Source: an optimization exercise on an open RTL-to-GDS flow (aim: small area, a short achievable clock period and few clock cycles per item). Production flows keep margins and buffers that such runs may drop.
At most, simulation tests tie the RTL to the original design; equivalence was not proved.
Power figures rest on the tool's default switching activity, not on a simulated workload.

== R ==
Design babe_dectree, start of the top module:
module babe_dectree (
    input  wire        clk,
    input  wire        rst,
    input  wire        start,
    input  wire        first,
    input  wire [15:0] img_w,
    input  wire [15:0] stripe_y,
    input  wire [15:0] stripe_h,
    output wire        busy,
    output wire        fault,
    input  wire        in_valid,
    input  wire [7:0]  in_data,
    output wire        in_ready,
    output wire        job_valid,
    input  wire        job_ready,
    output wire [15:0] job_x,
    output wire [15:0] job_y,
    output wire [15:0] job_w,
    output wire [15:0] job_h,
    output wire [23:0] job_pal,
    output wire [7:0]  job_idx
);
    localparam BW  = 18;         
    localparam LIM = BW - 8;     
    reg        walking;          
    reg        busy_r;
    reg        fault_r;
    reg        ir;               
    reg [BW-1:0] bb;
    reg [4:0]    c;
    reg [15:0] xe, ye, w, h;
    reg        nge, nun, nfun;
    reg [4:0]  nd;               
    reg [4:0]  na;               
    reg [15:0] gw, gh;
    reg [3:0]  mw, mh;
    reg        tv;
    reg        tdir;             
    reg        tge, tun, tfun;
    reg [4:0]  td;               
    reg [4:0]  ta;
    reg [15:0] tvw, tvh;
    reg        tiw, tih;
    reg        p2v;
    reg [4:0]  p2;
    reg [4:0]  p2a, p2b;
    reg [31:0] prest;            
    reg [31:0] s_dir;            
    reg [31:0] s_pw, s_ph;       
    reg [31:0] s_ge;             
    reg [4:0]  s_a [1:7];        
    reg        jv;
    reg [15:0] jx, jy, jw, jh;
    reg [7:0]  ji;
    reg [31:0] ord;
    function need_fn;            
        input [4:0] cc;
        input [10:0] bt;         
        input       tvalid, un, fun;
        begin
            need_fn = 1'b0;
            if (cc == 5'd0)
                need_fn = 1'b1;
            else if (bt[10]) begin                       
                if (cc < 5'd9)        need_fn = 1'b1;
                else if (!tvalid)     need_fn = 1'b0;
                else if (cc == 5'd9)  need_fn = 1'b1;
                else                  need_fn = bt[1] && (cc < 5'd18);
            end else if (!un) begin                      
                if (cc == 5'd1)       need_fn = 1'b1;
  ...
Size in the first run: roughly 3900 cells after synthesis, about 510 flip-flops, about 37000 um2 of cells after synthesis.
clock: 6.0 ns
lec_check: 0
cap_margin: 20
core_margin: 2
core_utilization: 40
place_density: 0.6
setup_slack_margin: 2.0
slew_margin: 20
run.sh (not shown) runs the stock make flow with config.mk's settings and CLKGATE_MAP_FILE= SYNTH_SCRIPT=/design/flow/synth_recipe.tcl, a recipe that flattens the netlist after the stock synthesis.
Testbench counts of R, summed over its fixed seeds: cycles 11,546, jobs 6,997.
Modified inputs, P compared to R
--- a/flow/design.v
+++ b/flow/design.v
@@ -90,41 +90,18 @@
     function [3:0] msb16;        
         input [15:0] v;
         integer j;
         begin
             msb16 = 4'd0;
             for (j = 0; j < 16; j = j + 1)
                 if (v[j]) msb16 = j;
         end
     endfunction
-    function [2:0] cnt4;         
-        input [3:0] m;
-        begin
-            cnt4[0] = ^m;
-            cnt4[2] = &m;
-            cnt4[1] = ((m[0] & m[1]) | (m[2] & m[3]) | ((m[0] ^ m[1]) & (m[2] ^ m[3]))) & ~(&m);
-        end
-    endfunction
-    function [4:0] add53;        
-        input [4:0] g;
-        input [2:0] l;
-        reg [2:0] p, k;
-        reg c1, c2, c3, c4;
-        begin
-            p = g[2:0] ^ l;
-            k = g[2:0] & l;
-            c1 = k[0];
-            c2 = k[1] | (p[1] & k[0]);
-            c3 = k[2] | (p[2] & k[1]) | (p[2] & p[1] & k[0]);
-            c4 = g[3] & c3;
-            add53 = {g[4] ^ c4, g[3] ^ c3, p[2] ^ c2, p[1] ^ c1, p[0]};
-        end
-    endfunction
     function is1;                
         input [15:0] v;
         input        i;
         is1 = i ? (v == 16'd0) : (v == 16'd1);
     endfunction
     function is23;               
         input [15:0] v;
         input        i;
         is23 = i ? (v == 16'd1 || v == 16'd2) : (v == 16'd2 || v == 16'd3);
@@ -206,24 +183,26 @@
                 q_base = q_base | s_a[k];
                 q_bb   = q_bb | (4 * k - s_a[k]);
             end
         q_g = 4'd0;
         for (k = 0; k < 8; k = k + 1)
             if (|q_h[4*k +: 4]) q_g = s_dir[4*k +: 4];
         q_n = 4'd0;
         for (i = 0; i < 32; i = i + 1)
             if (q_h[i]) q_n = q_n | ~(4'b1110 << (i & 3));
-        q_loc = cnt4(q_g & q_n);
-        q_lb  = cnt4(~q_g & q_n);
+        q_loc = {2'd0, q_g[0] & q_n[0]} + {2'd0, q_g[1] & q_n[1]} +
+                {2'd0, q_g[2] & q_n[2]} + {2'd0, q_g[3] & q_n[3]};
+        q_lb  = {2'd0, !q_g[0] & q_n[0]} + {2'd0, !q_g[1] & q_n[1]} +
+                {2'd0, !q_g[2] & q_n[2]} + {2'd0, !q_g[3] & q_n[3]};
     end
     wire       q_v = |prest;
-    wire [4:0] q_a = add53(q_base, q_loc);
-    wire [4:0] q_b = add53(q_bb, q_lb);
+    wire [4:0] q_a = q_base + {2'd0, q_loc};
+    wire [4:0] q_b = q_bb + {2'd0, q_lb};
     wire [15:0] xe_t = xe + tvw + {15'd0, tiw};
     wire [15:0] ye_t = ye + tvh + {15'd0, tih};
     wire [15:0] xe_f = xe + ~w_lo + {15'd0, !w[0]};
     wire [15:0] ye_f = ye + ~h_lo + {15'd0, !h[0]};
     wire [15:0] x_n  = xe - w;
     wire [15:0] y_n  = ye - h;
     wire walk_next = (st_fault || (st_leaf && !tv)) ? 1'b0 :
                      (!busy_r && start) ? 1'b1 : walking;
     wire jv_next   = st_leaf || st_merge || (jv && !job_ready);
[summary]
- Average via count per standard cell delta for P relative to R: about 0.75% higher
- Via count in P is 1.4% higher than in R
- R -> P: worst-path maximum fanout delta 0, exact match
- Any difference in mean cell area of the mapped netlist between R and P is small enough to ignore.
- Summary of the comparison: ratio of cells with drive above 1 in the final layout is higher in P, relative to R.
- Delta (P minus R): worst setup slack -0.084 ns, area share of and/or/nand/nor cells after synthesis now sits higher, sequential share of cell area fell 0.40 points.
- P vs. R: met2 track demand over resource in global routing went up by 0.46 points.
- Summary of P over R: total power divided by cell area saw an increase; distinct cell type count after synthesis shows a reduction of 14%.
- On P: wire length is about 2.1% higher than what R gave.
- Compared with R, P shows a fraction of standard cell area in multi-input logic that is 0.35 points lower.
- P and R ended up with nearly the same gate count of the mapped netlist.
For P, only the layout was checked, not whether the RTL still works.

* * *

babe_dectree, a different RTL version from the one above (not shown whole).
Size in the first run: ~4100 cells after synthesis, about 510 flip-flops, roughly 160 I/O pins, roughly 0.038 mm^2 of cells after synthesis.
==> flow/design.v (excerpt) <==
module babe_dectree (
    input  wire        clk,
    input  wire        rst,
    input  wire        start,
    input  wire        first,
    input  wire [15:0] img_w,
    input  wire [15:0] stripe_y,
    input  wire [15:0] stripe_h,
    output wire        busy,
    output wire        fault,
    input  wire        in_valid,
    input  wire [7:0]  in_data,
    output wire        in_ready,
    output wire        job_valid,
    input  wire        job_ready,
    output wire [15:0] job_x,
    output wire [15:0] job_y,
    output wire [15:0] job_w,
    output wire [15:0] job_h,
    output wire [23:0] job_pal,
    output wire [7:0]  job_idx
);
    localparam BW  = 18;         
    localparam LIM = BW - 8;     
    reg        walking;          
    reg        busy_r;
    reg        fault_r;
    reg        ir;               
    reg [BW-1:0] bb;
    reg [4:0]    c;
    reg [15:0] xe, ye, w, h;
    reg        nge, nun, nfun;
    reg [4:0]  nd;               
    reg [4:0]  na;               
    reg [15:0] gw, gh;
    reg [3:0]  mw, mh;
    reg        tv;
    reg        tdir;             
    reg        tge, tun, tfun;
    reg [4:0]  td;               
    reg [4:0]  ta;
    reg [15:0] tvw, tvh;
    reg        tiw, tih;
    reg        p2v;
    reg [4:0]  p2;
    reg [4:0]  p2a, p2b;
    reg [31:0] prest;            
    reg [31:0] s_dir;            
    reg [31:0] s_pw, s_ph;       
    reg [31:0] s_ge;             
    reg [4:0]  s_a [1:7];        
    reg        jv;
    reg [15:0] jx, jy, jw, jh;
    reg [7:0]  ji;
    reg [31:0] ord;
    function need_fn;            
        input [4:0] cc;
        input [10:0] bt;         
        input       tvalid, un, fun;
        begin
            need_fn = 1'b0;
            if (cc == 5'd0)
                need_fn = 1'b1;
            else if (bt[10]) begin                       
                if (cc < 5'd9)        need_fn = 1'b1;
                else if (!tvalid)     need_fn = 1'b0;
                else if (cc == 5'd9)  need_fn = 1'b1;
                else                  need_fn = bt[1] && (cc < 5'd18);
            end else if (!un) begin                      
                if (cc == 5'd1)       need_fn = 1'b1;
                else if (bt[9]) begin                    
                    if (cc < 5'd11)   need_fn = 1'b1;
  ...
export LEC_CHECK = 0
export CAP_MARGIN = 20
export CORE_MARGIN = 2
export CORE_UTILIZATION = 40
export PLACE_DENSITY = 0.6
export SETUP_SLACK_MARGIN = 2.0
export SLEW_MARGIN = 20
create_clock -name core_clock -period 6.0 [get_ports {clk}]
Edit:
--- a/flow/design.v
+++ b/flow/design.v
@@ -191,51 +191,39 @@
     wire        r_w1  = r_iw ? w_0 : w_1;
     wire        r_h1  = r_ih ? h_0 : h_1;
     wire        r_w23 = r_iw ? (w_1 || (w_23 && !r_vw[0])) : w_23;
     wire        r_h23 = r_ih ? (h_1 || (h_23 && !r_vh[0])) : h_23;
     wire        r_un  = r_w1 && r_h1;
     wire        r_fun = (r_w23 && r_h1) || (r_w1 && r_h23);
-    wire [7:0]  g_any;
-    wire [1:0]  g_j  [0:7];
-    wire [2:0]  g_la [0:7];
-    wire [2:0]  g_lb [0:7];
-    genvar gk;
-    generate
-        for (gk = 0; gk < 8; gk = gk + 1) begin : grp
-            wire [3:0] pr = prest[4*gk +: 4];
-            wire [3:0] dr = s_dir[4*gk +: 4];
-            wire [3:0] m  = {pr[3], |pr[3:2], |pr[3:1], 1'b1};
-            assign g_any[gk] = |pr;
-            assign g_j[gk]   = pr[3] ? 2'd3 : pr[2] ? 2'd2 : pr[1] ? 2'd1 : 2'd0;
-            assign g_la[gk]  = cnt4(dr & m);
-            assign g_lb[gk]  = cnt4(~dr & m);
-        end
-    endgenerate
     reg [31:0] q_h;
     reg [4:0]  q_d;
     reg [4:0]  q_base, q_bb;
     reg [2:0]  q_loc, q_lb;
+    reg [3:0]  q_g, q_n;
     integer i, k;
     always @(*) begin
-        q_h = 32'd0;
+        for (i = 0; i < 32; i = i + 1)
+            q_h[i] = prest[i] && !(|(prest >> (i + 1)));
         q_d = 5'd0;
+        for (i = 0; i < 32; i = i + 1)
+            if (q_h[i]) q_d = q_d | i;
         q_base = 5'd0;
         q_bb = 5'd0;
-        q_loc = 3'd0;
-        q_lb = 3'd0;
-        for (k = 0; k < 8; k = k + 1)
-            if (g_any[k] && !(|(g_any >> (k + 1)))) begin
-                q_h[4*k + g_j[k]] = 1'b1;
-                q_d = q_d | (4 * k + g_j[k]);
-                if (k != 0) begin
-                    q_base = q_base | s_a[k == 0 ? 1 : k];
-                    q_bb   = q_bb | (4 * k - s_a[k == 0 ? 1 : k]);
-                end
-                q_loc = q_loc | g_la[k];
-                q_lb  = q_lb | g_lb[k];
+        for (k = 1; k < 8; k = k + 1)
+            if (|q_h[4*k +: 4]) begin
+                q_base = q_base | s_a[k];
+                q_bb   = q_bb | (4 * k - s_a[k]);
             end
+        q_g = 4'd0;
+        for (k = 0; k < 8; k = k + 1)
+            if (|q_h[4*k +: 4]) q_g = s_dir[4*k +: 4];
+        q_n = 4'd0;
+        for (i = 0; i < 32; i = i + 1)
+            if (q_h[i]) q_n = q_n | ~(4'b1110 << (i & 3));
+        q_loc = cnt4(q_g & q_n);
+        q_lb  = cnt4(~q_g & q_n);
     end
     wire       q_v = |prest;
     wire [4:0] q_a = add53(q_base, q_loc);
     wire [4:0] q_b = add53(q_bb, q_lb);
     wire [15:0] xe_t = xe + tvw + {15'd0, tiw};
     wire [15:0] ye_t = ye + tvh + {15'd0, tih};
Via count is lower by 5.4%.
Total power drops by 2.8%.
Final area is lower by 2.2%.
Sequential share of layout area grows by 0.77 points.
Wire length fell by 8.5%.
Function was not checked in any run of this note: the RTL went through the layout flow alone.

==> what the ideal ports hide <==
Ports are ideal in the flow. The routed layouts listed here were re-timed in OpenROAD.
Step 1: set_driving_cell puts a clkbuf_16 on clk and a buf_2 on each other input, an assumption about the parent block.
Step 2, shift: input delay + t, output delay - t, t = (earliest + latest rising clock arrival at the registers) / 2. This alone moves slack from input paths to output paths.
a / b / c = no drivers / after step 1 / after step 2; a / b = the first two.
run	shift t [ns]	setup WS [ns]	worst data-port slew with drivers (ns)
R	0.727	1.890 / 1.890 / 1.470	0.12
P	0.724	1.806 / 1.806 / 1.392	0.12
the first run of note 2	0.735	2.018 / 2.018 / 1.456	0.04
the second run of note 2	0.715	1.723 / 1.723 / 1.499	0.12
After both steps every run listed still meets setup and hold. The setup slack of the first run of note 2, which loses most, moves by 0.000 ns with the drivers and by -0.562 ns with both steps.
